This design comes from an exercise in tuning for a short achievable clock period and few clock cycles on the open sky130 flow, not from production work.
RTL that was checked went through simulation tests only; none was proved equivalent to the original.
The RTL of runs 3 and 4 was laid out without a check of its function.
No activity file was given, so power comes from the tool's default toggle rates.

### flow/design.v
module a362m (
    input  wire        clk,
    input  wire        rst_n,
    input  wire        cmd_valid,
    input  wire [39:0] cmd_word,
    output reg         cmd_ready,
    output reg         done_valid,
    output reg  [2:0]  done_status,
    output reg  [15:0] rd,
    output reg  [15:0] fx,
    output reg  [15:0] fy,
    output reg  [15:0] fz,
    output reg  [15:0] ft,
    output reg  [63:0] burst_buf,
    output reg  [3:0]  bufn,
    output reg  [7:0]  want,
    output reg  [7:0]  echo,
    output reg  [2:0]  status,
    output reg  [3:0]  err,
    output reg         busy,
    output reg         cs_open,
    output reg         tx_valid,
    output reg  [7:0]  tx_byte,
    input  wire        rx_valid,
    input  wire [7:0]  rx_byte,
    input  wire        bus_fail
);
    localparam [4:0] OP_RD1    = 5'h01, OP_WR1   = 5'h02, OP_RD2    = 5'h03,
                     OP_WR2    = 5'h04, OP_RDB   = 5'h05, OP_DEC    = 5'h08,
                     OP_RDS8   = 5'h09, OP_RDS12 = 5'h0A, OP_RDXYZT = 5'h0B,
                     OP_WRC    = 5'h10, OP_SETB  = 5'h11, OP_SETF   = 5'h12,
                     OP_RDF    = 5'h13, OP_MEASON= 5'h14, OP_SRESET = 5'h15,
                     OP_CFGACT = 5'h18, OP_CFGINACT = 5'h19;
    localparam [2:0] ST_OK = 3'd0, ST_TF = 3'd1, ST_VM = 3'd2, ST_IF = 3'd3,
                     ST_IC = 3'd4;
    function [15:0] decode(input [7:0] lo, input [7:0] hi, input s);
        decode = s ? {hi, lo} : {4'h0, hi[3:0], lo};
    endfunction
    reg         bsy;         
    reg         frm;         
    wire        acc = !bsy && cmd_valid && rst_n;     
    wire [16:0] c_dl;        
    wire [16:0] c_z;         
    wire        c_zs, c_zr;  
    wire        c_run, c_fit;
    wire        hold_cs;     
    wire        cs_next, tv_next, frm_next, lg_a, lg_b;
    a362m_opdec1 u_opl (.op(cmd_word[39:35]), .d(c_dl));
    a362m_chk    u_chk (.w(cmd_word[34:0]), .z(c_z), .zs(c_zs), .zr(c_zr));
    a362m_runchk u_run (.m(cmd_word[23:16]), .v(cmd_word[7:0]), .run(c_run), .fit(c_fit));
    wire [13:0] c_term;
    a362m_t_rd1   u_t_rd1   (.w(cmd_word[34:0]), .op(cmd_word[39:35]), .cv(cmd_valid), .bsy(bsy), .y(c_term[0]));
    a362m_t_wr1   u_t_wr1   (.w(cmd_word[34:0]), .op(cmd_word[39:35]), .cv(cmd_valid), .bsy(bsy), .y(c_term[1]));
    a362m_t_rd2   u_t_rd2   (.w(cmd_word[34:0]), .op(cmd_word[39:35]), .cv(cmd_valid), .bsy(bsy), .y(c_term[2]));
    a362m_t_wr2   u_t_wr2   (.w(cmd_word[34:0]), .op(cmd_word[39:35]), .cv(cmd_valid), .bsy(bsy), .y(c_term[3]));
    a362m_t_rdb   u_t_rdb   (.w(cmd_word[34:0]), .op(cmd_word[39:35]), .cv(cmd_valid), .bsy(bsy), .y(c_term[4]));
    a362m_t_rds8  u_t_rds8  (.w(cmd_word[34:0]), .op(cmd_word[39:35]), .cv(cmd_valid), .bsy(bsy), .y(c_term[5]));
    a362m_t_rds12 u_t_rds12 (.w(cmd_word[34:0]), .op(cmd_word[39:35]), .cv(cmd_valid), .bsy(bsy), .y(c_term[6]));
    a362m_t_xyzt  u_t_xyzt  (.w(cmd_word[34:0]), .op(cmd_word[39:35]), .cv(cmd_valid), .bsy(bsy), .y(c_term[7]));
    a362m_t_wrc   u_t_wrc   (.w(cmd_word[34:0]), .op(cmd_word[39:35]), .cv(cmd_valid), .bsy(bsy), .y(c_term[8]));
    a362m_t_setb  u_t_setb  (.w(cmd_word[34:0]), .op(cmd_word[39:35]), .cv(cmd_valid), .bsy(bsy), .y(c_term[9]));
    a362m_t_meas  u_t_meas  (.w(cmd_word[34:0]), .op(cmd_word[39:35]), .cv(cmd_valid), .bsy(bsy), .y(c_term[10]));
    a362m_t_srst  u_t_srst  (.w(cmd_word[34:0]), .op(cmd_word[39:35]), .cv(cmd_valid), .bsy(bsy), .y(c_term[11]));
    a362m_t_cact  u_t_cact  (.w(cmd_word[34:0]), .op(cmd_word[39:35]), .cv(cmd_valid), .bsy(bsy), .y(c_term[12]));
    a362m_t_cin   u_t_cin   (.w(cmd_word[34:0]), .op(cmd_word[39:35]), .cv(cmd_valid), .bsy(bsy), .y(c_term[13]));
    a362m_or15h  u_gcs (.x(c_term), .hold(hold_cs), .r(rst_n), .y(cs_next));
    a362m_or15h  u_gtv (.x(c_term), .hold(hold_cs), .r(rst_n), .y(tv_next));
    a362m_or15h  u_gfr (.x(c_term), .hold(hold_cs), .r(rst_n), .y(frm_next));
    a362m_ao9    u_lga (.d(c_dl[8:0]), .t(c_z[8:0]), .y(lg_a));
    a362m_ao8    u_lgb (.d(c_dl[16:9]), .t(c_z[16:9]), .y(lg_b));
    wire [4:0] c_op = cmd_word[39:35];
    wire c_rdfirst = (c_op == OP_RD1) | (c_op == OP_RD2) | (c_op == OP_RDB) |
                     (c_op == OP_RDS8) | (c_op == OP_RDS12) | (c_op == OP_RDXYZT) |
                     (c_op == OP_SETB) | (c_op == OP_SETF) | (c_op == OP_RDF) |
                     (c_op == OP_MEASON);
    reg        gap;          
    reg        first;        
    reg [1:0]  lg_q;         
    reg [16:0] opq;          
    reg        dec_q;        
    reg        fit_q, run_q, zs_q, zr_q;    
    reg [39:0] cw;           
    reg [2:0]  step;         
    reg [3:0]  pos;          
    reg        last;         
    reg        endc;         
    reg        e_rd, e_xyzt; 
    reg [7:0]  e_rdb;        
    reg        rdfr;         
    reg        vfy;          
    reg [7:0]  capsel;       
    reg [63:0] rxbuf;        
    reg [7:0]  w_q;          
    reg [7:0]  vsh;          
    reg [63:0] rdfm;         
    reg [7:0]  bsel;         
    wire [4:0]  op    = cw[39:35];
    wire        s_bit = cw[34];
    wire        m_bit = cw[33];
    wire [7:0]  addr  = cw[31:24];
    wire [7:0]  mask  = cw[23:16];
    wire [7:0]  val8  = cw[7:0];
    wire [1:0]  ch    = cw[1:0];
    wire [7:0]  t     = rxbuf[7:0];
    wire        aic   = (addr == 8'h27);
    wire o_rd1  = opq[0],  o_wr1  = opq[1],  o_rd2  = opq[2],  o_wr2  = opq[3];
    wire o_rdb  = opq[4],  o_rds8 = opq[5],  o_rds12= opq[6],  o_xyzt = opq[7];
    wire o_wrc  = opq[8],  o_setb = opq[9],  o_meas = opq[10], o_srst = opq[11];
    wire o_cact = opq[12], o_cin  = opq[13], o_setf = opq[14], o_rdf  = opq[15];
    wire o_cfg  = o_cact || o_cin;
    reg        d_wr, d_fin, d_vfy;
    reg [7:0]  d_addr, d_p0, d_p1;
    reg [3:0]  d_len;
    always @(*) begin
        d_wr   = 1'b0;
        d_fin  = 1'b1;
        d_vfy  = 1'b0;
        d_addr = addr;
        d_len  = 4'd1;
        d_p0   = val8;
        d_p1   = cw[15:8];
        if (o_wr1) d_wr = 1'b1;
        if (o_rd2 || o_wr2 || o_rds12) d_len = 4'd2;
        if (o_wr2) d_wr = 1'b1;
        if (o_rdb) d_len = cw[3:0];
        if (o_rds8) d_addr = {6'b000010, ch};
        if (o_rds12) d_addr = 8'h0E + {5'd0, ch, 1'b0};
        if (o_xyzt) begin d_addr = 8'h0E; d_len = 4'd8; end
        if (o_wrc) begin
            if (step == 3'd0) begin d_wr = 1'b1; d_fin = !aic; end
            else d_vfy = 1'b1;
        end
        if (o_setb || o_setf) begin
            case (step)
                3'd0:    d_fin = 1'b0;
                3'd1:    begin d_wr = 1'b1; d_fin = !aic; d_p0 = w_q; end
                default: d_vfy = 1'b1;
            endcase
        end
        if (o_meas) begin
            d_addr = 8'h2D;
            if (step == 3'd0) d_fin = 1'b0;
            else begin d_wr = 1'b1; d_p0 = w_q; end
        end
        if (o_srst) begin d_wr = 1'b1; d_addr = 8'h1F; d_p0 = 8'h52; end
        if (o_cfg) begin
            d_fin = 1'b0;
            case (step)
                3'd0: begin
                    d_wr = 1'b1; d_len = 4'd2;
                    d_addr = o_cact ? 8'h20 : 8'h23;
                    d_p0 = cw[23:16]; d_p1 = cw[31:24];
                end
                3'd1: begin
                    d_wr = 1'b1;
                    d_addr = o_cact ? 8'h22 : 8'h25;
                    d_len  = o_cact ? 4'd1 : 4'd2;
                end
                3'd2: d_addr = 8'h27;
                3'd3: begin d_wr = 1'b1; d_addr = 8'h27; d_p0 = w_q; end
                default: begin d_addr = 8'h27; d_vfy = 1'b1; d_fin = 1'b1; end
            endcase
        end
    end
    wire [7:0] nxt = (pos == 4'd0) ? d_addr :
                     !d_wr         ? 8'h00  :
                     (pos == 4'd1) ? d_p0   :
                     (pos == 4'd2) ? d_p1   : 8'h00;
    wire nlast = (pos == d_len);
    wire nendc = nlast && d_fin;
    reg [7:0] wcalc;
    always @(*) begin
        if (o_setb)      wcalc = t | mask;
        else if (o_setf) wcalc = (t & ~mask) | vsh;
        else if (o_meas) wcalc = t | 8'h02;
        else if (o_cact) wcalc = t | (m_bit ? 8'h03 : 8'h01);
        else if (o_cin)  wcalc = t | (m_bit ? 8'h0C : 8'h04);
        else             wcalc = val8;
    end
    reg [7:0] ctz1h;
    integer zi;
    always @(*) begin
        ctz1h = 8'h00;
        for (zi = 7; zi >= 0; zi = zi - 1)
            if (mask[zi]) ctz1h = 8'h01 << zi;
    end
    reg [7:0] vsh_c;
    reg [63:0] rdfm_c;
    integer zc, zj;
    always @(*) begin
        vsh_c  = 8'h00;
        rdfm_c = 64'h0;
        for (zc = 0; zc < 8; zc = zc + 1) begin
            if (ctz1h[zc]) vsh_c = (val8 << zc) & mask;
            for (zj = 0; zj + zc < 8; zj = zj + 1)
                rdfm_c[8*zc + zj] = ctz1h[zc] & mask[zj + zc];
        end
    end
    reg [7:0] rdf_v;
    integer fc, fj;
    always @(*) begin
        rdf_v = 8'h00;
        for (fj = 0; fj < 8; fj = fj + 1)
            for (fc = 0; fj + fc < 8; fc = fc + 1)
                rdf_v[fj] = rdf_v[fj] | (rdfm[8*fc + fj] & rx_byte[fj + fc]);
    end
    wire [7:0]  b0 = rxbuf[7:0];
    reg  [15:0] rd_new;
    always @(*) begin
        if (o_rd2)        rd_new = {rx_byte, b0};
        else if (o_rds12) rd_new = decode(b0, rx_byte, s_bit);
        else if (o_rdf)   rd_new = {8'h00, rdf_v};
        else              rd_new = {8'h00, rx_byte};
    end
    wire rd_op = o_rd1 || o_rd2 || o_rds8 || o_rds12 || o_rdf;
    wire ans    = frm && rx_valid && !bus_fail;        
    wire fail   = frm && bus_fail;                     
    wire fin_ok = ans && endc;                         
    wire lgo    = first && ((o_setf && zs_q && fit_q) || (o_rdf && zr_q && run_q));
    wire zdone  = first && !frm && !lgo;               
    wire done_evt = fin_ok || fail || zdone;
    wire eq     = (rx_byte == w_q);
    assign hold_cs = bsy && (gap || lgo || (frm && !bus_fail && !(rx_valid && last)));
    wire lg = lg_q[0] || lg_q[1];
    wire busy_next, bsy_next;
    a362m_bsy u_bo (.rst_n(rst_n), .acc(acc), .bsy(bsy), .done(done_evt), .y(busy_next));
    a362m_bsy u_bi (.rst_n(rst_n), .acc(acc), .bsy(bsy), .done(done_evt), .y(bsy_next));
    integer i;
    always @(posedge clk) begin
        vsh   <= vsh_c;
        rdfm  <= rdfm_c;
        for (i = 0; i < 8; i = i + 1)
            bsel[i] <= (i < cw[3:0]);
        lg_q  <= {lg_b, lg_a};
        dec_q <= (c_op == OP_DEC);
        fit_q <= c_fit;
        run_q <= c_run;
        zs_q  <= c_zs;
        zr_q  <= c_zr;
        if (!bsy)
            cw <= cmd_word;
        if (frm)
            for (i = 0; i < 8; i = i + 1)
                if (capsel[i]) rxbuf[8*i +: 8] <= rx_byte;
        if (gap)
            w_q <= wcalc;
        if (!bsy) begin
            vfy     <= 1'b0;
            step    <= 3'd0;
            pos     <= 4'd0;
            last    <= 1'b0;
            endc    <= 1'b0;
            e_rd    <= 1'b0;
            e_xyzt  <= 1'b0;
            e_rdb   <= 8'h00;
            capsel  <= 8'h00;
        end else if (gap) begin
            vfy     <= d_vfy;
            pos     <= 4'd0;
            last    <= 1'b0;
            endc    <= 1'b0;
            e_rd    <= 1'b0;
            e_xyzt  <= 1'b0;
            e_rdb   <= 8'h00;
            capsel  <= 8'h00;
        end else if (ans) begin
            if (last) begin
                if (!endc)
                    step <= step + 3'd1;
            end else begin
                pos     <= pos + 4'd1;
                last    <= nlast;
                endc    <= nendc;
                e_rd    <= nendc && rd_op;
                e_xyzt  <= nendc && o_xyzt;
                e_rdb   <= (nendc && o_rdb) ? bsel : 8'h00;
                if (rdfr)
                    capsel <= (pos == 4'd1) ? 8'h01 : {capsel[6:0], 1'b0};
            end
        end
    end
    always @(posedge clk) begin
        cs_open  <= cs_next;
        tx_valid <= tv_next;
        frm      <= frm_next;
        busy     <= busy_next;
        bsy      <= bsy_next;
        if (!rst_n) begin
            tx_byte     <= 8'h00;
            opq         <= 17'h0;
            rdfr        <= 1'b0;
            cmd_ready   <= 1'b1;
            first       <= 1'b0;
            gap         <= 1'b0;
            done_valid  <= 1'b0;
            done_status <= 3'd0;
            rd          <= 16'h0;
            fx          <= 16'h0;
            fy          <= 16'h0;
            fz          <= 16'h0;
            ft          <= 16'h0;
            burst_buf   <= 64'h0;
            bufn        <= 4'h0;
            want        <= 8'h00;
            echo        <= 8'h00;
            status      <= ST_OK;
            err         <= 4'h0;
        end else begin
            first      <= acc;
            gap        <= ans && last && !endc;
            done_valid <= done_evt;
            if (acc)
                cmd_ready <= 1'b0;
            else if (done_evt)
                cmd_ready <= 1'b1;
            if (!bsy) begin
                opq  <= c_dl;
                rdfr <= c_rdfirst;
            end else if (gap) begin
                rdfr <= !d_wr;
            end
            if (!bsy)
                tx_byte <= {7'b0000101, c_rdfirst};
            else if (gap)
                tx_byte <= {7'b0000101, !d_wr};
            else if (ans && !last)
                tx_byte <= nxt;
            if (fail) begin
                done_status <= ST_TF;
                status      <= ST_TF;
                err[0]      <= 1'b1;
            end else if (fin_ok) begin
                if (vfy && !eq) begin
                    done_status <= ST_VM;
                    status      <= ST_VM;
                    err[1]      <= 1'b1;
                end else begin
                    done_status <= ST_OK;
                    status      <= ST_OK;
                end
            end else if (zdone) begin
                if (!lg) begin
                    done_status <= ST_IC;
                    status      <= ST_IC;
                    err[3]      <= 1'b1;
                end else if (!dec_q) begin
                    done_status <= ST_IF;
                    status      <= ST_IF;
                    err[2]      <= 1'b1;
                end else begin
                    done_status <= ST_OK;
                    status      <= ST_OK;
                end
            end
            if (zdone && lg && dec_q)
                rd <= decode(cw[7:0], cw[15:8], cw[34]);
            else if (ans && e_rd)
                rd <= rd_new;
            if (ans && e_xyzt) begin
                fx <= decode(rxbuf[7:0],   rxbuf[15:8],  s_bit);
                fy <= decode(rxbuf[23:16], rxbuf[31:24], s_bit);
                fz <= decode(rxbuf[39:32], rxbuf[47:40], s_bit);
                ft <= decode(rxbuf[55:48], rx_byte,      s_bit);
            end
            for (i = 0; i < 8; i = i + 1)
                if (ans && e_rdb[i])
                    burst_buf[8*i +: 8] <= capsel[i] ? rx_byte : rxbuf[8*i +: 8];
            if (ans && e_rdb[0])
                bufn <= cw[3:0];
            if (fin_ok && vfy) begin
                want <= w_q;
                echo <= rx_byte;
            end
        end
    end
endmodule
module a362m_opdec1 (
    input  wire [4:0]  op,
    output wire [16:0] d
);
    assign d[0]  = (op == 5'h01);
    assign d[1]  = (op == 5'h02);
    assign d[2]  = (op == 5'h03);
    assign d[3]  = (op == 5'h04);
    assign d[4]  = (op == 5'h05);
    assign d[5]  = (op == 5'h09);
    assign d[6]  = (op == 5'h0A);
    assign d[7]  = (op == 5'h0B);
    assign d[8]  = (op == 5'h10);
    assign d[9]  = (op == 5'h11);
    assign d[10] = (op == 5'h14);
    assign d[11] = (op == 5'h15);
    assign d[12] = (op == 5'h18);
    assign d[13] = (op == 5'h19);
    assign d[14] = (op == 5'h12);
    assign d[15] = (op == 5'h13);
    assign d[16] = (op == 5'h08);
endmodule
module a362m_chk (
    input  wire [34:0] w,
    output wire [16:0] z,
    output wire        zs,
    output wire        zr
);
    assign z[0]  = ((w & 35'h700FFFFFF) == 35'h0);    
    assign z[1]  = ((w & 35'h700FFFF00) == 35'h0);    
    assign z[2]  = ((w & 35'h700FFFFFF) == 35'h0);    
    assign z[3]  = ((w & 35'h700FF0000) == 35'h0);    
    assign z[4]  = ((w & 35'h700FFFF00) == 35'h0);    
    assign z[5]  = ((w & 35'h7FFFFFFFC) == 35'h0);    
    assign z[6]  = ((w & 35'h3FFFFFFFC) == 35'h0);    
    assign z[7]  = ((w & 35'h3FFFFFFFF) == 35'h0);    
    assign z[8]  = ((w & 35'h700FFFF00) == 35'h0);    
    assign z[9]  = ((w & 35'h70000FFFF) == 35'h0);    
    assign z[10] = ((w & 35'h7FFFFFFFF) == 35'h0);    
    assign z[11] = ((w & 35'h7FFFFFFFF) == 35'h0);    
    assign z[12] = ((w & 35'h500000000) == 35'h0);    
    assign z[13] = ((w & 35'h500000000) == 35'h0);    
    assign z[14] = ((w & 35'h70000FF00) == 35'h0);    
    assign z[15] = ((w & 35'h70000FFFF) == 35'h0);    
    assign z[16] = ((w & 35'h3FFFF0000) == 35'h0);    
    wire [7:0] a = w[31:24];
    wire [7:0] n = w[7:0];
    wire ctrl = (a[7:4] == 4'h2) && (a[3:0] != 4'hF);
    assign zs    = z[14] && ctrl;
    assign zr    = z[15] && ctrl;
endmodule
module a362m_runchk (
    input  wire [7:0] m,
    input  wire [7:0] v,
    output reg        run,
    output reg        fit
);
    integer rc, rp;
    always @(*) begin
        run = 1'b0;
        fit = 1'b0;
        for (rc = 0; rc < 8; rc = rc + 1)
            for (rp = 1; rc + rp <= 8; rp = rp + 1)
                if (m == ((8'hFF >> (8 - rp)) << rc)) begin
                    run = 1'b1;
                    if ((v >> rp) == 8'h00) fit = 1'b1;
                end
    end
endmodule
module a362m_ao9 (
    input  wire [8:0] d,
    input  wire [8:0] t,
    output wire       y
);
    assign y = ((d & t) != 9'h0);
endmodule
module a362m_ao8 (
    input  wire [7:0] d,
    input  wire [7:0] t,
    output wire       y
);
    assign y = ((d & t) != 8'h0);
endmodule
module a362m_bsy (
    input  wire rst_n,
    input  wire acc,
    input  wire bsy,
    input  wire done,
    output wire y
);
    assign y = rst_n && (acc || (bsy && !done));
endmodule
module a362m_t_rd1 (
    input  wire [34:0] w,
    input  wire [4:0]  op,
    input  wire        cv,
    input  wire        bsy,
    output wire        y
);
    assign y = cv && !bsy && (op == 5'h01) && ((w & 35'h700FFFFFF) == 35'h0) &&
               (1'b1);
endmodule
module a362m_t_wr1 (
    input  wire [34:0] w,
    input  wire [4:0]  op,
    input  wire        cv,
    input  wire        bsy,
    output wire        y
);
    assign y = cv && !bsy && (op == 5'h02) && ((w & 35'h700FFFF00) == 35'h0) &&
               (1'b1);
endmodule
module a362m_t_rd2 (
    input  wire [34:0] w,
    input  wire [4:0]  op,
    input  wire        cv,
    input  wire        bsy,
    output wire        y
);
    assign y = cv && !bsy && (op == 5'h03) && ((w & 35'h700FFFFFF) == 35'h0) &&
               (1'b1);
endmodule
module a362m_t_wr2 (
    input  wire [34:0] w,
    input  wire [4:0]  op,
    input  wire        cv,
    input  wire        bsy,
    output wire        y
);
    assign y = cv && !bsy && (op == 5'h04) && ((w & 35'h700FF0000) == 35'h0) &&
               (1'b1);
endmodule
module a362m_t_rdb (
    input  wire [34:0] w,
    input  wire [4:0]  op,
    input  wire        cv,
    input  wire        bsy,
    output wire        y
);
    assign y = cv && !bsy && (op == 5'h05) && ((w & 35'h700FFFF00) == 35'h0) &&
               ((w[7:4] == 4'h0) && (w[3] ? (w[2:0] == 3'd0) : (w[2:0] != 3'd0)));
endmodule
module a362m_t_rds8 (
    input  wire [34:0] w,
    input  wire [4:0]  op,
    input  wire        cv,
    input  wire        bsy,
    output wire        y
);
    assign y = cv && !bsy && (op == 5'h09) && ((w & 35'h7FFFFFFFC) == 35'h0) &&
               (!(w[1] && w[0]));
endmodule
module a362m_t_rds12 (
    input  wire [34:0] w,
    input  wire [4:0]  op,
    input  wire        cv,
    input  wire        bsy,
    output wire        y
);
    assign y = cv && !bsy && (op == 5'h0A) && ((w & 35'h3FFFFFFFC) == 35'h0) &&
               (1'b1);
endmodule
module a362m_t_xyzt (
    input  wire [34:0] w,
    input  wire [4:0]  op,
    input  wire        cv,
    input  wire        bsy,
    output wire        y
);
    assign y = cv && !bsy && (op == 5'h0B) && ((w & 35'h3FFFFFFFF) == 35'h0) &&
               (1'b1);
endmodule
module a362m_t_wrc (
    input  wire [34:0] w,
    input  wire [4:0]  op,
    input  wire        cv,
    input  wire        bsy,
    output wire        y
);
    assign y = cv && !bsy && (op == 5'h10) && ((w & 35'h700FFFF00) == 35'h0) &&
               ((w[31:28] == 4'h2) && (w[27:24] != 4'hF));
endmodule
module a362m_t_setb (
    input  wire [34:0] w,
    input  wire [4:0]  op,
    input  wire        cv,
    input  wire        bsy,
    output wire        y
);
    assign y = cv && !bsy && (op == 5'h11) && ((w & 35'h70000FFFF) == 35'h0) &&
               ((w[31:28] == 4'h2) && (w[27:24] != 4'hF));
endmodule
module a362m_t_meas (
    input  wire [34:0] w,
    input  wire [4:0]  op,
    input  wire        cv,
    input  wire        bsy,
    output wire        y
);
    assign y = cv && !bsy && (op == 5'h14) && ((w & 35'h7FFFFFFFF) == 35'h0) &&
               (1'b1);
endmodule
module a362m_t_srst (
    input  wire [34:0] w,
    input  wire [4:0]  op,
    input  wire        cv,
    input  wire        bsy,
    output wire        y
);
    assign y = cv && !bsy && (op == 5'h15) && ((w & 35'h7FFFFFFFF) == 35'h0) &&
               (1'b1);
endmodule
module a362m_t_cact (
    input  wire [34:0] w,
    input  wire [4:0]  op,
    input  wire        cv,
    input  wire        bsy,
    output wire        y
);
    assign y = cv && !bsy && (op == 5'h18) && ((w & 35'h500000000) == 35'h0) &&
               ((w[31:27] == 5'h00) && (w[15:8] == 8'h00));
endmodule
module a362m_t_cin (
    input  wire [34:0] w,
    input  wire [4:0]  op,
    input  wire        cv,
    input  wire        bsy,
    output wire        y
);
    assign y = cv && !bsy && (op == 5'h19) && ((w & 35'h500000000) == 35'h0) &&
               ((w[31:27] == 5'h00));
endmodule
module a362m_or15h (
    input  wire [13:0] x,
    input  wire        hold,
    input  wire        r,
    output wire        y
);
    assign y = r && (hold || (x != 14'h0));
endmodule
### flow/config.mk
export PLATFORM = sky130hd
export DESIGN_NAME = a362m
export DESIGN_NICKNAME = a362m
export VERILOG_FILES = /design/flow/design.v
export SDC_FILE = /design/flow/constraint.sdc
export NUM_CORES = 4
export LEC_CHECK = 0
export CAP_MARGIN = 20
export CORE_MARGIN = 2
export CORE_UTILIZATION = 40
export PLACE_DENSITY = 0.6
export SETUP_SLACK_MARGIN = 4.5
export SLEW_MARGIN = 20
export SYNTH_HIERARCHICAL = 1
### flow/constraint.sdc
create_clock -name core_clock -period 7.0 [get_ports {clk}]
set_input_delay 1.4000 -clock core_clock [delete_from_list [all_inputs] [get_ports {clk}]]
set_output_delay 1.4000 -clock core_clock [all_outputs]
set_load 0.01 [all_outputs]
### flow/run.sh
#!/bin/bash
# synth_recipe.tcl (not shown) runs the flow's synth.tcl, then flattens the netlist and writes it again
# the make line also repeats each setting of config.mk as NAME=value (left out here)
make -C /OpenROAD-flow-scripts/flow DESIGN_CONFIG=/design/flow/config.mk WORK_HOME=/design/flow/orfs CLKGATE_MAP_FILE= SYNTH_SCRIPT=/design/flow/synth_recipe.tcl finish
==> out/qor.csv, run 1 <==
stage,metric,value,unit
synthesis,Synth cell types,89,
cells_and_area,Syn-to-layout area delta,26.47,%
clock_tree,CTS Hold Bufs,0,
placement,Setup WS pre-CTS,2.587,ns
routing,DRT iter0 DRCs,1985,
placement,dpl hpwl,42250,microns
synthesis,post-synthesis sequential area ratio,46.60,%
routing,Remaining DRCs,0,
setup_path,CP startpoint kind,input port,
setup_path,Setup Crit Path Kind,input port to flip-flop,
setup_path,"Arr. time, crit path",3.03,ns
floorplanning,Starting Density,40.58,%
synthesis,Seq cells post-synth,398,
grt,global-route wire length before repair,101100,microns
sta,Worst Tran Pin Value,1.012,ns
sta,Final setup viols,0,
cells_and_area,sequential standard cell area,9183,sq um
grt,GR Overflow Total,0,
synthesis,Syn Std Cell Area,19370,sq um
cells_and_area,final non-filler cell total,2905,
sta,final setup margin,4.424,ns
power_and_ir_drop,Tot Pwr,5238,uW
synthesis,"area leader, netlist",dfxtp_1,
clock_tree,clock buffer depth,3,
power_and_ir_drop,PwrDens,213.8,nW/um^2
clock_tree,total CTS buffers,43,
floorplanning,die span in x,224.1,microns
cells_and_area,share of layout cells above drive strength 1,31.85,%
placement,port buffer count,239,
clock_tree,"Reg clk slew, reported paths",0.06,ns
grt,vias in the first global route,15820,
placement,Final GP Congestion,0.9078,
sta,worst clock skew,0.02974,ns
setup_path,critical path required time,7.45,ns
setup_path,critical path peak fanout,12,
synthesis,top_reg_cell synth,dfxtp_1,
clock_tree,CTS tree,yes,
run_status,status,finished clean,
floorplanning,Die ar.,50210,sq um
sta,RSZ-0062 raised after global routing,yes,
grt,initial antenna violation count,0,
cells_and_area,fillcell total,4404,
synthesis,Yosys top cell area share,30.17,%
synthesis,Mapped Nets,2076,
routing,via count,17200,
sta,post-layout min period,2.576,ns
floorplanning,FP Rows,80,
setup_path,Worst Setup End Kind,flip-flop,
sta,Final Max Slew Viols,0,
hold_path,hold crit path type,flip-flop to flip-flop,
clock_tree,worst-skew pair later-pin latency,0.58,ns
synthesis,gate count after technology mapping,2012,
clock_tree,H-tree lvl count,2,
placement,placed insts,2752,
routing,per-cell routed wire length,23.55,microns
floorplanning,Core ar.,47750,sq um
setup_path,crit-path leading delay family,simple AND/OR/NAND/NOR gates,
cells_and_area,area of the multi-input gates,10080,sq um
job,MaxCap Viol Count,0,
sta,setup tns final,0,ns
floorplanning,Die Ht,224.1,microns
setup_path,buffers plus inverters on the worst setup path,1,
routing,drt first pass iters,6,
synthesis,"Warnings, synthesis",8,
sta,part of the cycle the worst path needs,36.79,%
sta,normalized max-slew margin,32.36,%
setup_path,CP max stage cell,a311o_1,
sta,"Hold Violations, Final",0,
floorplanning,IO Pins,240,
power_and_ir_drop,Worst VDD drop,0.1395,mV
synthesis,top post-synthesis cells by area,"dfxtp_1 30%, edfxtp_1 16%, nand2_1 5.2%",
synthesis,async set-or-reset flop fraction in the synthesized netlist,0,%
routing,post-route ant nets,0,
routing,routed wire length,68400,microns
cells_and_area,nets,2319,
clock_tree,CTS Sinks,398,
power_and_ir_drop,LEAKAGE,0.008674,uW
cells_and_area,final design utilization,51.32,%
routing,vias per cell,5.919,
synthesis,Mean Syn Cell Area,9.630,sq um
clock_tree,clk root buf,clkbuf_16,
sta,fmax,388.3,MHz
setup_path,Reg2Reg Setup Slack,4.51,ns
grt,all-layer global routing usage,26.18,%
setup_path,crit path cell chain,buf_4 -> and3b_4 -> nor2b_4 -> nor2_4 -> a311o_1 -> a311oi_1 -> nor2_1,
setup_path,"slowest stage delay, CP",0.38,ns
synthesis,number of synthesized flops with an enable pin,106,
grt,largest net degree at the start of global routing,117,
[cell type report]
class | count | area share (%)
tap | 615 | 3.140
inverter | 42 | 0.6485
timing repair buffer | 339 | 11.64
clock inverter | 20 | 0.8987
clock buffer | 59 | 5.045
sequential | 398 | 37.47
multi-input combinational | 1431 | 41.14
antenna | 1 | 0.01021
[sequential cells by signal, summed over array words and instances, names as in the netlist, 8 cells and up]
register	count
fx	16
echo	8
rxbuf	64
fy	16
tx_byte	8
rd	16
ft	16
rdfm	36
capsel	8
w_q	8
vsh	8
want	8
cw	34
e_rdb	8
bsel	8
opq	16
burst_buf	64
fz	16
[cells in the final DEF (no fill, tap or decap), types with 17 or more instances in the layout]
| cell | instances |
|---|---|
| nor4_1 | 57 |
| and2_1 | 46 |
| dfxtp_2 | 102 |
| nor2_1 | 88 |
| o21ai_1 | 17 |
| nand2_1 | 266 |
| inv_1 | 40 |
| dfxtp_1 | 183 |
| edfxtp_1 | 106 |
| buf_2 | 175 |
| a21boi_0 | 91 |
| mux2_2 | 70 |
| o21ai_0 | 54 |
| a21oi_1 | 67 |
| nand4_1 | 35 |
| a22oi_1 | 21 |
| buf_12 | 23 |
| nor4_4 | 18 |
| buf_4 | 79 |
| buf_6 | 25 |
| nor3_1 | 24 |
| clkbuf_16 | 46 |
| nor2b_1 | 103 |
| mux2i_1 | 95 |
| nand3_1 | 50 |
| nor4_2 | 31 |
[synthesized netlist by cell type (9+ instances only)]
library cell and n:
a211oi_1 15, a21boi_0 94, a21oi_1 70, a221oi_1 17, a22oi_1 21, a31oi_1 11
and2_1 52, and3_1 12, buf_1 10, buf_2 13, buf_4 9, clkbuf_1 109
dfxtp_1 292, edfxtp_1 106, ha_1 11, inv_1 40, mux2_2 70, mux2i_1 95
nand2_1 270, nand2b_1 14, nand3_1 53, nand4_1 35, nor2_1 93, nor2b_1 106
nor3_1 26, nor3_2 11, nor4_1 68, nor4_2 33, nor4b_2 10, o211ai_1 9
o21ai_0 56, o21ai_1 17, o221ai_1 10, o22ai_1 11, xor2_1 16
[modules after synthesis (local to each module, per instance), excerpt]
module	cell area [sq um]	flip-flops and latches
a362m_ao9	46.29	0
a362m_t_xyzt	122.6	0
a362m_ao8	36.28	0
a362m	16630	398
a362m_t_rds12	100.1	0
a362m_t_rd2	103.8	0
a362m_t_rds8	140.1	0
a362m_t_wrc	111.4	0
a362m_t_wr2	43.79	0
[worst paths after layout]
path / startpoint / endpoint / cells after the start
setup / recovery: bus_fail / tx_byte[0] / 7
hold / removal: bsel[3] / e_rdb[3] / 2
setup reg to reg: gap / tx_byte[0] / 5
hold reg to reg: bsel[3] / e_rdb[3] / 2
[power breakdown]
part           internal (uW)  switching (uW)
clock                   1390             958
combinational            184             266
sequential              2400            47.6
total                   3970            1270
[worst register-to-register path, delay by kind of cell (launching register included)]
family	cells	cell delay (ns)
AO/OA/AOI/OAI	2	0.73
flip-flops	1	0.86
AND/OR/NAND/NOR	3	0.79
[what timing repair did]
| item | CTS | global route |
|---|---|---|
| gates resized for setup | 1116 | 143 |
| setup buffers | 34 | 23 |
| cloned | 13 | 3 |
| setup endpoints to repair | 421 | 179 |
| pin swaps | 21 | 27 |
[per-stage QoR]
| stage | area [sq um] | hold WS, ns |
|---|---|---|
| global route | 24500 | 0.4490 |
| CTS | 23920 | 0.4350 |
| detailed placement | 22240 | 0.4244 |
| finish | 24500 | 0.4307 |
| global placement | 22240 | 0.4133 |
| floorplan | 19590 | 0.3462 |
[per-layer routing]
metal	vias to the layer above	wire length (microns)	GRT usage [%]
met2	871	30380	40.55
met3	137	5886	4.696
met4	0	1626	6.495
met1	8363	30510	37.67
met5	-	0	0
li1	7824	-	-
[cell families after synthesis]
logic type	after synthesis	share of synthesized area [%]
DFF	398	46.60
muxes	165	8.976
buffers and inverters	185	3.920
adders and majority gates	11	0.7104
AOI/OAI and AO/OA	386	13.70
xor gates and xnor gates	18	0.8137
and+or+nand+nor	849	25.28
Testbench counts, summed over its fixed seeds: cycles 102,253.
==> inputs of run 2 (changes only) <==
==> flow/flow/run.sh (new file) <==
#!/bin/bash
# Own flow: the standard layout (standard synthesis unchanged), with the
# port buffers made from plain buffers (buf_4) instead of the delay cells
# buffer_ports picks by default, and cell resizing not held to footprints.
set -euo pipefail
bash standard.sh \
  "BUFFER_PORTS_ARGS=-buffer_cell sky130_fd_sc_hd__buf_4" \
  MATCH_CELL_FOOTPRINT=0 \
  finish > flow_make.log 2>&1
==> flow/standard.sh (new file) <==
#!/bin/bash
# synth_recipe.tcl (not shown) runs the flow's synth.tcl, then flattens the netlist and writes it again
# the make line also repeats each setting of config.mk as NAME=value (left out here)
make -C /OpenROAD-flow-scripts/flow DESIGN_CONFIG=/design/flow/config.mk WORK_HOME=/design/flow/orfs CLKGATE_MAP_FILE= SYNTH_SCRIPT=/design/flow/synth_recipe.tcl "${@:-finish}"
removed: flow/run.sh
==> out/qor.csv, run 2 <==
stage,metric,value,unit,change
synthesis,Mean Syn Cell Area,9.630,sq um,unchanged
clock_tree,total CTS buffers,43,,unchanged
routing,met1 wire length,29410,microns,-3.6%
synthesis,top post-synthesis cells by area,"dfxtp_1 30%, edfxtp_1 16%, nand2_1 5.2%",,
synthesis,Syn Std Cell Area,19370,sq um,unchanged
synthesis,Mapped Nets,2076,,unchanged
sta,normalized max-slew margin,34.85,%,+2.5 points
clock_tree,clk root buf,clkbuf_16,,
floorplanning,Core ar.,47750,sq um,unchanged
setup_path,critical path peak fanout,2,,-10
clock_tree,CTS tree,yes,,
clock_tree,clock buffer depth,3,,unchanged
grt,initial antenna violation count,0,,unchanged
routing,per-cell routed wire length,22.93,microns,-2.6%
sta,post-layout min period,2.488,ns,-0.08768 ns
power_and_ir_drop,PwrDens,225.0,nW/um^2,+5.3%
floorplanning,Die Ht,224.1,microns,unchanged
sta,final setup margin,4.512,ns,+0.08768 ns
routing,drt first pass iters,5,,-1
synthesis,top_reg_cell synth,dfxtp_1,,
setup_path,critical path required time,5.60,ns,-1.85 ns
cells_and_area,Syn-to-layout area delta,21.19,%,
clock_tree,"Reg clk slew, reported paths",0.06,ns,about the same
sta,RSZ-0062 raised after global routing,no,,
setup_path,"slowest stage delay, CP",0.39,ns,about the same
setup_path,Setup Crit Path Kind,flip-flop to primary output,,
synthesis,Yosys top cell area share,30.17,%,unchanged
floorplanning,Starting Density,40.58,%,unchanged
floorplanning,die span in x,224.1,microns,unchanged
synthesis,number of synthesized flops with an enable pin,106,,unchanged
clock_tree,worst-skew pair later-pin latency,0.57,ns,about the same
cells_and_area,Regs by FF count,"burst_buf: 64 flops, rxbuf: 64 flops, rdfm: 36 flops",,
setup_path,CP max stage cell,dfxtp_2,,
sta,setup tns final,0,ns,unchanged
routing,vias per cell,5.845,,-1.2%
grt,all-layer global routing usage,25.07,%,-1.1 points
placement,port buffer count,239,,unchanged
placement,Final GP Congestion,0.9185,,+1.2%
routing,DR WL met2,28990,microns,-4.6%
setup_path,Worst Setup End Kind,primary output,,
placement,dpl hpwl,42130,microns,-0.27%
run_status,status,finished clean,,
routing,Remaining DRCs,0,,unchanged
setup_path,crit-path leading delay family,flip-flops,,
cells_and_area,nets,2245,,-3.2%
clock_tree,CTS Hold Bufs,0,,unchanged
floorplanning,FP Rows,80,,unchanged
synthesis,gate count after technology mapping,2012,,unchanged
synthesis,post-synthesis sequential area ratio,46.60,%,unchanged
placement,Setup WS pre-CTS,3.108,ns,+0.5205 ns
setup_path,CP startpoint kind,flip-flop,,
power_and_ir_drop,LEAKAGE,0.007884,uW,-9.1%
grt,global-route wire length before repair,97080,microns,-4.0%
cells_and_area,Antenna diodes,0,,-1
sta,Final setup viols,0,,unchanged
cells_and_area,share of layout cells above drive strength 1,26.50,%,-5.3 points
synthesis,synth cell count leaders,"292 x dfxtp_1, 270 x nand2_1, 109 x clkbuf_1",,
setup_path,buffers plus inverters on the worst setup path,1,,unchanged
power_and_ir_drop,Tot Pwr,5284,uW,+0.88%
cells_and_area,most frequent cells in the layout,"267 x nand2_1, 247 x buf_4, 228 x dfxtp_1",,
synthesis,"count leader, synth",dfxtp_1,,
power_and_ir_drop,Worst VDD drop,0.1463,mV,+4.8%
sta,Worst Tran Pin Value,0.9773,ns,-0.03462 ns
routing,post-route ant nets,0,,unchanged
setup_path,"Arr. time, crit path",1.09,ns,-1.94 ns
sta,"Hold Violations, Final",0,,unchanged
grt,vias in the first global route,15520,,-1.9%
synthesis,Seq cells post-synth,398,,unchanged
synthesis,async set-or-reset flop fraction in the synthesized netlist,0,%,unchanged
synthesis,"area leader, netlist",dfxtp_1,,
synthesis,Synth cell types,89,,unchanged
synthesis,"Warnings, synthesis",8,,unchanged
setup_path,crit path cell chain,buf_4,,
routing,met3 WL,5000,microns,-15%
routing,routed wire length,64900,microns,-5.1%
hold_path,hold crit path type,flip-flop to flip-flop,,
placement,Post-DP Area,21490,sq um,-3.4%
grt,largest net degree at the start of global routing,119,,+1.7%
cells_and_area,"commonest non-fill, non-tap cell in the layout",nand2_1,,
grt,GR Overflow Total,0,,unchanged
routing,via count,16540,,-3.8%
job,MaxCap Viol Count,0,,unchanged
clock_tree,CTS Sinks,398,,unchanged
sta,Final Max Slew Viols,0,,unchanged
sta,worst clock skew,0.01724,ns,-0.01251 ns
clock_tree,H-tree lvl count,2,,unchanged
cells_and_area,final design utilization,49.18,%,-2.1 points
floorplanning,Die ar.,50210,sq um,unchanged
routing,DRT iter0 DRCs,1395,,-30%
sta,part of the cycle the worst path needs,35.54,%,-1.3 points
routing,DR top layer,met4,,
cells_and_area,"final std cell area, no fill",23480,sq um,-4.2%
sta,fmax,402.0,MHz,+3.5%
floorplanning,IO Pins,240,,unchanged
## run 2: cell counts after synthesis
No cell type changed its count.
## run 2: Yosys stat by module (local to each module, per instance), excerpt
module         cell area, sq um  flip-flops and latches
a362m_t_cact              57.56                       0
a362m_ao9                 46.29                       0
a362m_t_wrc               111.4                       0
a362m_t_rd2               103.8                       0
a362m_t_wr1               63.81                       0
a362m_t_cin               46.29                       0
a362m_ao8                 36.28                       0
a362m_t_rds12             100.1                       0
a362m_t_rds8              140.1                       0
a362m_t_srst              120.1                       0
a362m_opdec1              156.4                       0
## run 2: timing repair
action / in CTS / in global routing
setup endpoints to repair: 232 / 81
pin swaps: 1 / 1
gates cloned: 2 / 1
gates resized for setup: 56 / 61
setup buffers: 3 / 10
## run 2: path summary, 6_finish.rpt
kind	to	start	slack, ns	depth (start not counted)
min	e_rdb[4]	bsel[4]	0.43	2
min reg2reg	e_rdb[4]	bsel[4]	0.43	2
max reg2reg	tx_byte[7]	step[0]	4.63	8
max	tx_byte[0]	tx_byte[0]	4.51	1
## run 2: layout make-up
cell class | count | area (sq um)
timing repair inverter | 1 | 5.005
fill | 4470 | 24270
tap | 615 | 769.5
clock buffer | 61 | 1277
clock inverter | 18 | 282.8
inverter | 42 | 161.4
timing repair buffer | 264 | 2081
multi-input combinational | 1431 | 9784
sequential | 398 | 9119
## run 2: layer usage
layer  track usage, %  vias to the layer above
met3            4.119                      102
met4            6.946                        0
met2            39.15                      791
met1            35.77                     7989
li1                 -                     7660
met5                0                        -
## run 2: cell families after synthesis
family / synth area share [%]
and+or+nand+nor: 25.28
DFF: 46.60
AOI/OAI and AO/OA: 13.70
buffers and inverters: 3.920
muxes: 8.976
xor gates and xnor gates: 0.8137
adders and majority gates: 0.7104
## run 2: per-stage QoR
step	cells	hold WS [ns]
4_1_cts	2818	0.4323
3_3_place_gp	2734	0.4183
5_1_grt	2830	0.4430
2_1_floorplan	2012	0.3462
3_5_place_dp	2734	0.4263
6_report	2830	0.4270
## run 2: power breakdown
group,switching [uW],leakage [uW],internal [uW]
Clock,962,0.000758,1510
Combinational,243,0.00395,129
Sequential,46.9,0.00318,2400
Total,1250,0.00788,4030
==> inputs of run 3 (changes only) <==
--- a/flow/design.v
+++ b/flow/design.v
@@ -63,6 +63,9 @@
     a362m_t_srst  u_t_srst  (.w(cmd_word[34:0]), .op(cmd_word[39:35]), .cv(cmd_valid), .bsy(bsy), .y(c_term[11]));
     a362m_t_cact  u_t_cact  (.w(cmd_word[34:0]), .op(cmd_word[39:35]), .cv(cmd_valid), .bsy(bsy), .y(c_term[12]));
     a362m_t_cin   u_t_cin   (.w(cmd_word[34:0]), .op(cmd_word[39:35]), .cv(cmd_valid), .bsy(bsy), .y(c_term[13]));
+    wire c_decl;
+    a362m_t_dec  u_t_dec (.w(cmd_word[34:0]), .op(cmd_word[39:35]), .cv(cmd_valid), .bsy(bsy), .y(c_decl));
+    wire acc_dec = rst_n && c_decl;
     a362m_or15h  u_gcs (.x(c_term), .hold(hold_cs), .r(rst_n), .y(cs_next));
     a362m_or15h  u_gtv (.x(c_term), .hold(hold_cs), .r(rst_n), .y(tv_next));
     a362m_or15h  u_gfr (.x(c_term), .hold(hold_cs), .r(rst_n), .y(frm_next));
@@ -77,7 +80,6 @@
     reg        first;        
     reg [1:0]  lg_q;         
     reg [16:0] opq;          
-    reg        dec_q;        
     reg        fit_q, run_q, zs_q, zr_q;    
     reg [39:0] cw;           
     reg [2:0]  step;         
@@ -219,12 +221,13 @@
     wire lgo    = first && ((o_setf && zs_q && fit_q) || (o_rdf && zr_q && run_q));
     wire zdone  = first && !frm && !lgo;               
     wire done_evt = fin_ok || fail || zdone;
+    wire ans_t  = frm && rx_valid;                     
     wire eq     = (rx_byte == w_q);
     assign hold_cs = bsy && (gap || lgo || (frm && !bus_fail && !(rx_valid && last)));
     wire lg = lg_q[0] || lg_q[1];
     wire busy_next, bsy_next;
-    a362m_bsy u_bo (.rst_n(rst_n), .acc(acc), .bsy(bsy), .done(done_evt), .y(busy_next));
-    a362m_bsy u_bi (.rst_n(rst_n), .acc(acc), .bsy(bsy), .done(done_evt), .y(bsy_next));
+    a362m_bsy u_bo (.rst_n(rst_n), .acc(acc), .dec(c_decl), .bsy(bsy), .done(done_evt), .y(busy_next));
+    a362m_bsy u_bi (.rst_n(rst_n), .acc(acc), .dec(c_decl), .bsy(bsy), .done(done_evt), .y(bsy_next));
     integer i;
     always @(posedge clk) begin
         vsh   <= vsh_c;
@@ -232,7 +235,6 @@
         for (i = 0; i < 8; i = i + 1)
             bsel[i] <= (i < cw[3:0]);
         lg_q  <= {lg_b, lg_a};
-        dec_q <= (c_op == OP_DEC);
         fit_q <= c_fit;
         run_q <= c_run;
         zs_q  <= c_zs;
@@ -263,7 +265,7 @@
             e_xyzt  <= 1'b0;
             e_rdb   <= 8'h00;
             capsel  <= 8'h00;
-        end else if (ans) begin
+        end else if (ans_t) begin
             if (last) begin
                 if (!endc)
                     step <= step + 3'd1;
@@ -306,10 +308,10 @@
             status      <= ST_OK;
             err         <= 4'h0;
         end else begin
-            first      <= acc;
+            first      <= acc && !c_decl;
             gap        <= ans && last && !endc;
-            done_valid <= done_evt;
-            if (acc)
+            done_valid <= done_evt || acc_dec;
+            if (acc && !c_decl)
                 cmd_ready <= 1'b0;
             else if (done_evt)
                 cmd_ready <= 1'b1;
@@ -323,7 +325,7 @@
                 tx_byte <= {7'b0000101, c_rdfirst};
             else if (gap)
                 tx_byte <= {7'b0000101, !d_wr};
-            else if (ans && !last)
+            else if (ans_t && !last)
                 tx_byte <= nxt;
             if (fail) begin
                 done_status <= ST_TF;
@@ -343,17 +345,17 @@
                     done_status <= ST_IC;
                     status      <= ST_IC;
                     err[3]      <= 1'b1;
-                end else if (!dec_q) begin
+                end else begin
                     done_status <= ST_IF;
                     status      <= ST_IF;
                     err[2]      <= 1'b1;
-                end else begin
-                    done_status <= ST_OK;
-                    status      <= ST_OK;
                 end
+            end else if (acc_dec) begin
+                done_status <= ST_OK;
+                status      <= ST_OK;
             end
-            if (zdone && lg && dec_q)
-                rd <= decode(cw[7:0], cw[15:8], cw[34]);
+            if (acc_dec)
+                rd <= decode(cmd_word[7:0], cmd_word[15:8], cmd_word[34]);
             else if (ans && e_rd)
                 rd <= rd_new;
             if (ans && e_xyzt) begin
@@ -460,11 +462,12 @@
 module a362m_bsy (
     input  wire rst_n,
     input  wire acc,
+    input  wire dec,
     input  wire bsy,
     input  wire done,
     output wire y
 );
-    assign y = rst_n && (acc || (bsy && !done));
+    assign y = rst_n && ((acc && !dec) || (bsy && !done));
 endmodule
 module a362m_t_rd1 (
     input  wire [34:0] w,
@@ -606,6 +609,15 @@
     assign y = cv && !bsy && (op == 5'h19) && ((w & 35'h500000000) == 35'h0) &&
                ((w[31:27] == 5'h00));
 endmodule
+module a362m_t_dec (
+    input  wire [34:0] w,
+    input  wire [4:0]  op,
+    input  wire        cv,
+    input  wire        bsy,
+    output wire        y
+);
+    assign y = cv && !bsy && (op == 5'h08) && ((w & 35'h3FFFF0000) == 35'h0);
+endmodule
 module a362m_or15h (
     input  wire [13:0] x,
     input  wire        hold,
==> out/qor.csv, run 3 <==
stage,metric,value,unit,change
routing,met3 WL,4398,microns,-12%
synthesis,xor/xnor share of the synthesized area,0.9864,%,+0.17 points
synthesis,gate count after technology mapping,2017,,+0.25%
floorplanning,IO Pins,240,,unchanged
synthesis,top_reg_cell synth,dfxtp_1,,
power_and_ir_drop,LEAKAGE,0.007843,uW,-0.53%
clock_tree,CTS tree,yes,,
power_and_ir_drop,PwrDens,216.3,nW/um^2,-3.9%
floorplanning,Die ar.,50300,sq um,+0.17%
clock_tree,H-tree lvl count,2,,unchanged
synthesis,compound-cell area share of the yosys netlist,14.06,%,+0.36 points
setup_path,critical path required time,7.50,ns,+1.90 ns
sta,"Hold Violations, Final",0,,unchanged
clock_tree,CTS Hold Bufs,0,,unchanged
sta,Final Max Slew Viols,0,,unchanged
synthesis,async set-or-reset flop fraction in the synthesized netlist,0,%,unchanged
sta,final setup margin,4.486,ns,-0.02609 ns
synthesis,post-synthesis sequential area ratio,46.42,%,-0.18 points
synthesis,Seq cells post-synth,397,,-0.25%
setup_path,R2R Path End,tx_byte[4],,
clock_tree,worst-skew pair later-pin latency,0.59,ns,+0.02 ns
cells_and_area,Syn-to-layout area delta,21.55,%,
routing,DR WL met2,32090,microns,+11%
hold_path,hold crit path type,flip-flop to flip-flop,,
routing,routed wire length,68180,microns,+5.1%
grt,global-route wire length before repair,99990,microns,+3.0%
synthesis,post-synthesis adder-cell area fraction,0.7092,%,-0.0012 points
grt,initial antenna violation count,1,,+1
sta,Worst Tran Pin Value,1.070,ns,+0.09265 ns
sta,normalized max-slew margin,28.12,%,-6.7 points
power_and_ir_drop,Tot Pwr,5103,uW,-3.4%
synthesis,mux share of post-synthesis cell area,8.529,%,-0.45 points
synthesis,Synth cell types,93,,+4.5%
synthesis,Syn Std Cell Area,19410,sq um,+0.17%
placement,Setup WS pre-CTS,3.232,ns,+0.1246 ns
placement,Final GP Congestion,0.9052,,-1.4%
clock_tree,clock buffer depth,3,,unchanged
job,MaxCap Viol Count,0,,unchanged
cells_and_area,Regs by FF count,"burst_buf: 64 flops, rxbuf: 64 flops, rdfm: 36 flops",,
synthesis,synth cell count leaders,"291 x dfxtp_1, 290 x nand2_1, 107 x nor2_1",,
placement,port buffer count,239,,unchanged
setup_path,Reg2Reg Setup Slack,4.59,ns,-0.04 ns
sta,RSZ-0062 raised after global routing,yes,,
routing,Remaining DRCs,0,,unchanged
hold_path,hold depth,2,,unchanged
setup_path,"Arr. time, crit path",3.01,ns,+1.92 ns
routing,vias per cell,5.857,,+0.21%
floorplanning,Starting Density,40.56,%,about the same
grt,vias in the first global route,15740,,+1.4%
placement,dpl hpwl,44930,microns,+6.6%
routing,post-route ant nets,0,,unchanged
synthesis,Mean Syn Cell Area,9.622,sq um,about the same
synthesis,post-synthesis simple-gate area fraction,25.52,%,+0.23 points
cells_and_area,final design utilization,49.30,%,+0.13 points
cells_and_area,share of layout cells above drive strength 1,28.18,%,+1.7 points
routing,met1 wire length,29450,microns,+0.12%
synthesis,top post-synthesis cells by area,"dfxtp_1 30%, edfxtp_1 16%, nand2_1 5.6%",,
clock_tree,total CTS buffers,44,,+2.3%
setup_path,Worst Setup End Kind,flip-flop,,
sta,fmax,397.8,MHz,-1.0%
grt,GR Overflow Total,0,,unchanged
setup_path,CP startpoint kind,input port,,
setup_path,reg2reg path depth,8,,unchanged
cells_and_area,most frequent cells in the layout,"287 x nand2_1, 242 x buf_4, 205 x dfxtp_1",,
setup_path,worst r2r src,step[1],,
synthesis,number of synthesized flops with an enable pin,106,,unchanged
synthesis,"count leader, synth",dfxtp_1,,
sta,post-layout min period,2.514,ns,+0.02609 ns
run_status,status,finished clean,,
setup_path,CP endpoint,done_status[1],,
sta,part of the cycle the worst path needs,35.91,%,+0.37 points
routing,via count,16640,,+0.56%
floorplanning,FP Rows,80,,unchanged
routing,DR top layer,met4,,
grt,largest net degree at the start of global routing,125,,+5.0%
synthesis,"area leader, netlist",dfxtp_1,,
clock_tree,clk root buf,clkbuf_16,,
power_and_ir_drop,Worst VDD drop,0.1740,mV,+19%
cells_and_area,nets,2253,,+0.36%
routing,drt first pass iters,5,,unchanged
setup_path,Setup Crit Path Kind,input port to flip-flop,,
sta,setup tns final,0,ns,unchanged
cells_and_area,"commonest non-fill, non-tap cell in the layout",nand2_1,,
synthesis,Mapped Nets,2081,,+0.24%
floorplanning,die span in x,224.3,microns,about the same
sta,worst clock skew,0.02267,ns,+0.005437 ns
routing,per-cell routed wire length,24.01,microns,+4.7%
synthesis,"Warnings, synthesis",8,,unchanged
routing,DRT iter0 DRCs,1388,,-0.50%
setup_path,critical path peak fanout,16,,+14
clock_tree,CTS Sinks,397,,-0.25%
synthesis,Yosys top cell area share,30.02,%,-0.15 points
sta,Final setup viols,0,,unchanged
synthesis,largest family of logic cells by synthesized area,simple AND/OR/NAND/NOR gates,,
clock_tree,"Reg clk slew, reported paths",0.07,ns,about the same
floorplanning,Core ar.,47850,sq um,+0.21%
setup_path,CP startpoint,bus_fail,,
grt,all-layer global routing usage,25.98,%,+0.92 points
cells_and_area,Antenna diodes,0,,unchanged
floorplanning,Die Ht,224.3,microns,about the same
## run 3: changes by cell type after synthesis, sizes merged, moves of 10 or more
| cell | change |
|---|---|
| nand2 | +20 |
| o31ai | +14 |
| o21ai | -19 |
| buf | +10 |
| clkbuf | -11 |
| nor2 | +12 |
| xnor2 | +12 |
## run 3: worst min path at each step
stage,start,endpoint,slack (ns)
floorplan,cw[16],rdfm[0],0.35
global placement,e_rdb[1],e_rdb[1],0.43
detailed placement,bsel[1],e_rdb[1],0.44
CTS,bsel[1],e_rdb[1],0.45
global route,bsel[4],e_rdb[4],0.47
finish,bsel[4],e_rdb[4],0.44
## run 3: through the flow
stage               area (sq um)  instances  hold slack [ns]
floorplan                  19550       2017           0.3462
global placement           21530       2741           0.4264
detailed placement         21530       2741           0.4428
CTS                        23250       2830           0.4510
global route               23590       2840           0.4704
finish                     23590       2840           0.4449
## run 3: per-module statistics from Yosys, one instance, submodules excluded, excerpt
module	copies in the design	cells
a362m	1	1628
a362m_runchk	1	106
a362m_chk	1	38
a362m_t_rds8	1	15
a362m_t_xyzt	1	15
a362m_t_srst	1	16
a362m_t_meas	1	16
a362m_t_setb	1	13
a362m_t_rdb	1	13
a362m_t_rd2	1	14
a362m_t_rd1	1	14
a362m_t_dec	1	10
a362m_t_cact	1	7
a362m_ao9	1	5
a362m_t_cin	1	5
a362m_bsy	2	3
## run 3: cell families (layout without fill, tap and decap cells)
kind of cell	count (synthesis)	after routing
and+or+nand+nor	877	878
xor gates and xnor gates	21	21
adders and majority gates	11	11
muxes	157	157
AOI/OAI and AO/OA	380	380
buffers and inverters	174	381
DFF	397	397
## run 3: cell type report
type                    instances  area (sq um)
well taps                     615         769.5
multi-input cells            1447          9983
fillers                      4443         24260
clock inverters                17         132.6
inverters                      32         120.1
flip-flops and latches        397          9139
clock buffers                  65          1313
repair buffers                267          2133
## run 3: metal layers
layer  global-route usage (%)  vias up
li1                         -     7657
met1                    34.77     8160
met2                    42.83      682
met3                    4.389      136
met4                    8.417        0
met5                        0        -
## run 3: timing repair
action	CTS	global route
gates resized for setup	82	86
gates cloned	1	1
pin swaps	3	13
setup buffers	6	9
setup endpoints to repair	250	198
## run 3: report_power, final
part / internal, uW / switching, uW
Sequential: 2390 / 40.8
Combinational: 129 / 261
Clock: 1310 / 972
Total: 3830 / 1270
## run 3: worst max-delay path, cell delays in order
cell	delay, ns
buf_4	0.15
and3b_4	0.30
buf_4	0.17
a21boi_1	0.35
a21boi_1	0.37
a21oi_1	0.12
o21ai_0	0.14
==> inputs of run 4 (changes only) <==
--- a/flow/design.v
+++ b/flow/design.v
@@ -223,6 +223,11 @@
     wire done_evt = fin_ok || fail || zdone;
     wire ans_t  = frm && rx_valid;                     
     wire eq     = (rx_byte == w_q);
+    wire st_vm  = fin_ok && vfy && !eq;
+    wire st_upd = fail || fin_ok || zdone || acc_dec;   
+    wire [2:0] st_new = {zdone && !lg,
+                         st_vm || (zdone && lg),
+                         fail || (zdone && lg)};
     assign hold_cs = bsy && (gap || lgo || (frm && !bus_fail && !(rx_valid && last)));
     wire lg = lg_q[0] || lg_q[1];
     wire busy_next, bsy_next;
@@ -327,33 +332,9 @@
                 tx_byte <= {7'b0000101, !d_wr};
             else if (ans_t && !last)
                 tx_byte <= nxt;
-            if (fail) begin
-                done_status <= ST_TF;
-                status      <= ST_TF;
-                err[0]      <= 1'b1;
-            end else if (fin_ok) begin
-                if (vfy && !eq) begin
-                    done_status <= ST_VM;
-                    status      <= ST_VM;
-                    err[1]      <= 1'b1;
-                end else begin
-                    done_status <= ST_OK;
-                    status      <= ST_OK;
-                end
-            end else if (zdone) begin
-                if (!lg) begin
-                    done_status <= ST_IC;
-                    status      <= ST_IC;
-                    err[3]      <= 1'b1;
-                end else begin
-                    done_status <= ST_IF;
-                    status      <= ST_IF;
-                    err[2]      <= 1'b1;
-                end
-            end else if (acc_dec) begin
-                done_status <= ST_OK;
-                status      <= ST_OK;
-            end
+            status      <= st_new | (status & {3{!st_upd}});
+            done_status <= st_new | (done_status & {3{!st_upd}});
+            err         <= err | {zdone && !lg, zdone && lg, st_vm, fail};
             if (acc_dec)
                 rd <= decode(cmd_word[7:0], cmd_word[15:8], cmd_word[34]);
             else if (ans && e_rd)
==> out/qor.csv, run 4 <==
stage,metric,value,unit,change
synthesis,Synth cell types,88,,-5.4%
power_and_ir_drop,PwrDens,220.3,nW/um^2,+1.8%
synthesis,top_reg_cell synth,dfxtp_1,,
cells_and_area,share of layout cells above drive strength 1,28.25,%,+0.069 points
cells_and_area,most frequent cells in the layout,"252 x nand2_1, 239 x buf_4, 193 x dfxtp_1",,
synthesis,top post-synthesis cells by area,"dfxtp_1 30%, edfxtp_1 16%, mux2i_1 5.6%",,
setup_path,Setup Crit Path Kind,flip-flop to primary output,,
floorplanning,die span in x,224.2,microns,about the same
setup_path,buffers plus inverters on the worst setup path,1,,-1
sta,normalized max-slew margin,22.35,%,-5.8 points
setup_path,"slowest stage delay, CP",0.39,ns,+0.02 ns
clock_tree,H-tree lvl count,2,,unchanged
clock_tree,CTS Hold Bufs,0,,unchanged
sta,WHS,0.4439,ns,-0.001001 ns
clock_tree,CTS tree,yes,,
synthesis,"count leader, synth",dfxtp_1,,
cells_and_area,Regs by FF count,"burst_buf: 64 flops, rxbuf: 64 flops, rdfm: 36 flops",,
sta,Worst Tran Pin Value,1.154,ns,+0.08416 ns
cells_and_area,nets,2244,,-0.40%
clock_tree,CTS Sinks,400,,+0.76%
synthesis,Syn Std Cell Area,19390,sq um,-0.11%
synthesis,gate count after technology mapping,2006,,-0.55%
setup_path,Reg2Reg Setup Slack,4.59,ns,about the same
floorplanning,IO Pins,240,,unchanged
synthesis,Mapped Nets,2070,,-0.53%
synthesis,Mean Syn Cell Area,9.664,sq um,+0.44%
setup_path,CP max stage cell,dfxtp_4,,
grt,initial antenna violation count,0,,-1
setup_path,Worst Setup End Kind,primary output,,
sta,setup tns final,0,ns,unchanged
floorplanning,Die Ht,224.2,microns,about the same
setup_path,critical path peak fanout,2,,-14
setup_path,crit path cell chain,buf_6,,
synthesis,"area leader, netlist",dfxtp_1,,
cells_and_area,fillcell total,4408,,-0.79%
power_and_ir_drop,Switching Fraction,25.11,%,+0.15 points
grt,global-route wire length before repair,99960,microns,about the same
synthesis,"Warnings, synthesis",8,,unchanged
clock_tree,total CTS buffers,44,,unchanged
sta,RSZ-0062 raised after global routing,yes,,
clock_tree,clock buffer depth,3,,unchanged
routing,post-route ant nets,0,,unchanged
hold_path,hold crit path type,flip-flop to flip-flop,,
sta,fmax,401.8,MHz,+1.0%
sta,Final setup viols,0,,unchanged
setup_path,critical path required time,5.60,ns,-1.90 ns
grt,all-layer global routing usage,25.88,%,-0.11 points
setup_path,crit-path leading delay family,flip-flops,,
sta,post-layout min period,2.489,ns,-0.02516 ns
placement,port buffer count,239,,unchanged
floorplanning,Starting Density,40.60,%,about the same
synthesis,Yosys top cell area share,30.36,%,+0.34 points
synthesis,post-synthesis sequential area ratio,46.78,%,+0.36 points
floorplanning,FP Rows,80,,unchanged
synthesis,synth cell count leaders,"294 x dfxtp_1, 256 x nand2_1, 116 x nor2b_1",,
routing,Remaining DRCs,0,,unchanged
power_and_ir_drop,net switching power,1305,uW,+2.5%
floorplanning,Die ar.,50240,sq um,-0.11%
floorplanning,Core ar.,47750,sq um,-0.21%
sta,part of the cycle the worst path needs,35.55,%,-0.36 points
routing,per-cell routed wire length,23.74,microns,-1.1%
run_status,status,finished clean,,
grt,vias in the first global route,15660,,-0.46%
synthesis,Seq cells post-synth,400,,+0.76%
clock_tree,clk root buf,clkbuf_16,,
grt,largest net degree at the start of global routing,82,,-34%
cells_and_area,Syn-to-layout area delta,21.67,%,about the same
job,MaxCap Viol Count,0,,unchanged
placement,Final GP Congestion,0.8912,,-1.5%
cells_and_area,"commonest non-fill, non-tap cell in the layout",nand2_1,,
power_and_ir_drop,clock share of power,45.4,%,+0.7 points
power_and_ir_drop,Comb pwr share,7.4,%,-0.2 points
clock_tree,"Reg clk slew, reported paths",0.06,ns,about the same
power_and_ir_drop,Worst VDD drop,0.1632,mV,-6.2%
sta,worst clock skew,0.02241,ns,-0.0002610 ns
sta,"Hold Violations, Final",0,,unchanged
sta,Final Max Slew Viols,0,,unchanged
cells_and_area,Antenna diodes,0,,unchanged
synthesis,number of synthesized flops with an enable pin,106,,unchanged
routing,via count,16750,,+0.66%
clock_tree,worst-skew pair later-pin latency,0.60,ns,about the same
grt,GR Overflow Total,0,,unchanged
setup_path,CP startpoint kind,flip-flop,,
synthesis,async set-or-reset flop fraction in the synthesized netlist,0,%,unchanged
routing,routed wire length,67210,microns,-1.4%
power_and_ir_drop,LEAKAGE,0.007957,uW,+1.5%
routing,drt first pass iters,6,,+1
setup_path,"Arr. time, crit path",1.09,ns,-1.92 ns
placement,dpl hpwl,43570,microns,-3.0%
power_and_ir_drop,cell-internal power,3892,uW,+1.6%
routing,DRT iter0 DRCs,1768,,+27%
routing,vias per cell,5.915,,+0.98%
power_and_ir_drop,register share of total power,47.2,%,-0.4 points
==> run 4: cells by family after synthesis <==
kind of cell,after synthesis,share of synthesized area (%)
simple gates,863,25.56
flops,400,46.78
compound gates,370,13.16
mux,172,9.294
buf+inv,171,3.634
xor+xnor,19,0.8584
fa+ha+maj,11,0.7099
==> run 4: final timing paths <==
check                               from  endpoint  depth (start not counted)
worst min register to register  e_rdb[3]  e_rdb[3]                          2
worst min-delay path            e_rdb[3]  e_rdb[3]                          2
worst max-delay path               rd[7]     rd[7]                          1
worst max register to register   step[0]  e_rdb[2]                          9
==> run 4: layout make-up <==
class / instances / area (sq um) / share of cell area, %
inverter: 33 / 126.4 / 0.5358
clock inverter: 17 / 224.0 / 0.9496
multi-input combinational: 1435 / 9894 / 41.95
sequential: 400 / 9208 / 39.04
timing repair buffer: 266 / 2125 / 9.007
clock buffer: 65 / 1240 / 5.257
tap: 615 / 769.5 / 3.262
==> run 4: metal layers <==
metal / part of all wire [%] / vias to the layer above / wire (microns) / GRT usage [%]
li1: - / 7658 / - / -
met1: 44 / 8158 / 29660 / 36.12
met2: 45 / 788 / 30080 / 40.58
met3: 8.0 / 141 / 5393 / 4.669
met4: 3.1 / 0 / 2068 / 8.215
met5: 0 / - / 0 / 0
==> run 4: power groups by stage <==
stage / registers (uW) / logic [uW] / clock network (uW)
after floorplan: 2480 / 192 / 0
after global placement: 2500 / 359 / 0
after detailed placement: 2500 / 361 / 0
after CTS: 2450 / 365 / 2400
after global routing: 2450 / 405 / 2490
final: 2450 / 384 / 2360
==> run 4: Yosys stat by module (local to each module, per instance), excerpt <==
module,copies in the design,cells
a362m_t_rd2,1,14
a362m_t_rds8,1,15
a362m_t_rd1,1,14
a362m_ao9,1,5
a362m,1,1617
a362m_opdec1,1,27
==> run 4: through the flow <==
step	instance area (sq um)	total power (uW)	instances	setup WS, ns	util, %
floorplan	19530	2669	2006	4.336	-
global placement	21560	2863	2737	3.130	45.17
detailed placement	21580	2866	2738	3.474	45.19
CTS	23270	5219	2823	4.496	48.75
global route	23590	5346	2831	4.441	49.40
finish	23590	5197	2831	4.511	49.40
==> run 4: what timing repair did <==
action,4_1_cts,5_1_grt
gates resized for setup,81,103
setup buffers,2,8
gates cloned,1,0
setup endpoints to repair,217,211
pin swaps,2,8

==> afterwards: timing with drivers on the ports <==
How much do the figures lean on ideal ports? The routed layouts below were timed once more, with nothing changed but the port constraints.
Step 1 assumes that a clkbuf_16 drives the clock port and a buf_2 every other input.
Step 2 times the ports against the registers' clock, not the clock port: input delays grow and output delays shrink by t, the midpoint of the rising clock arrivals with the driver on.
a / b / c = ideal / step 1 / step 2; a / b = the first two.
| run | t, ns | slack for setup (ns) | worst hold slack (ns) |
|---|---|---|---|
| run 1 | 0.623 | 4.424 / 4.447 / 3.835 | 0.431 / 0.431 / 0.431 |
| run 2 | 0.615 | 4.512 / 4.458 / 3.962 | 0.427 / 0.427 / 0.427 |
| run 3 | 0.627 | 4.486 / 4.478 / 3.879 | 0.445 / 0.445 / 0.445 |
| run 4 | 0.641 | 4.511 / 4.459 / 3.927 | 0.444 / 0.444 / 0.444 |
After both steps every run listed still meets setup and hold. The setup slack of run 3, which loses most, moves by -0.008 ns with the drivers and by -0.607 ns with both steps.
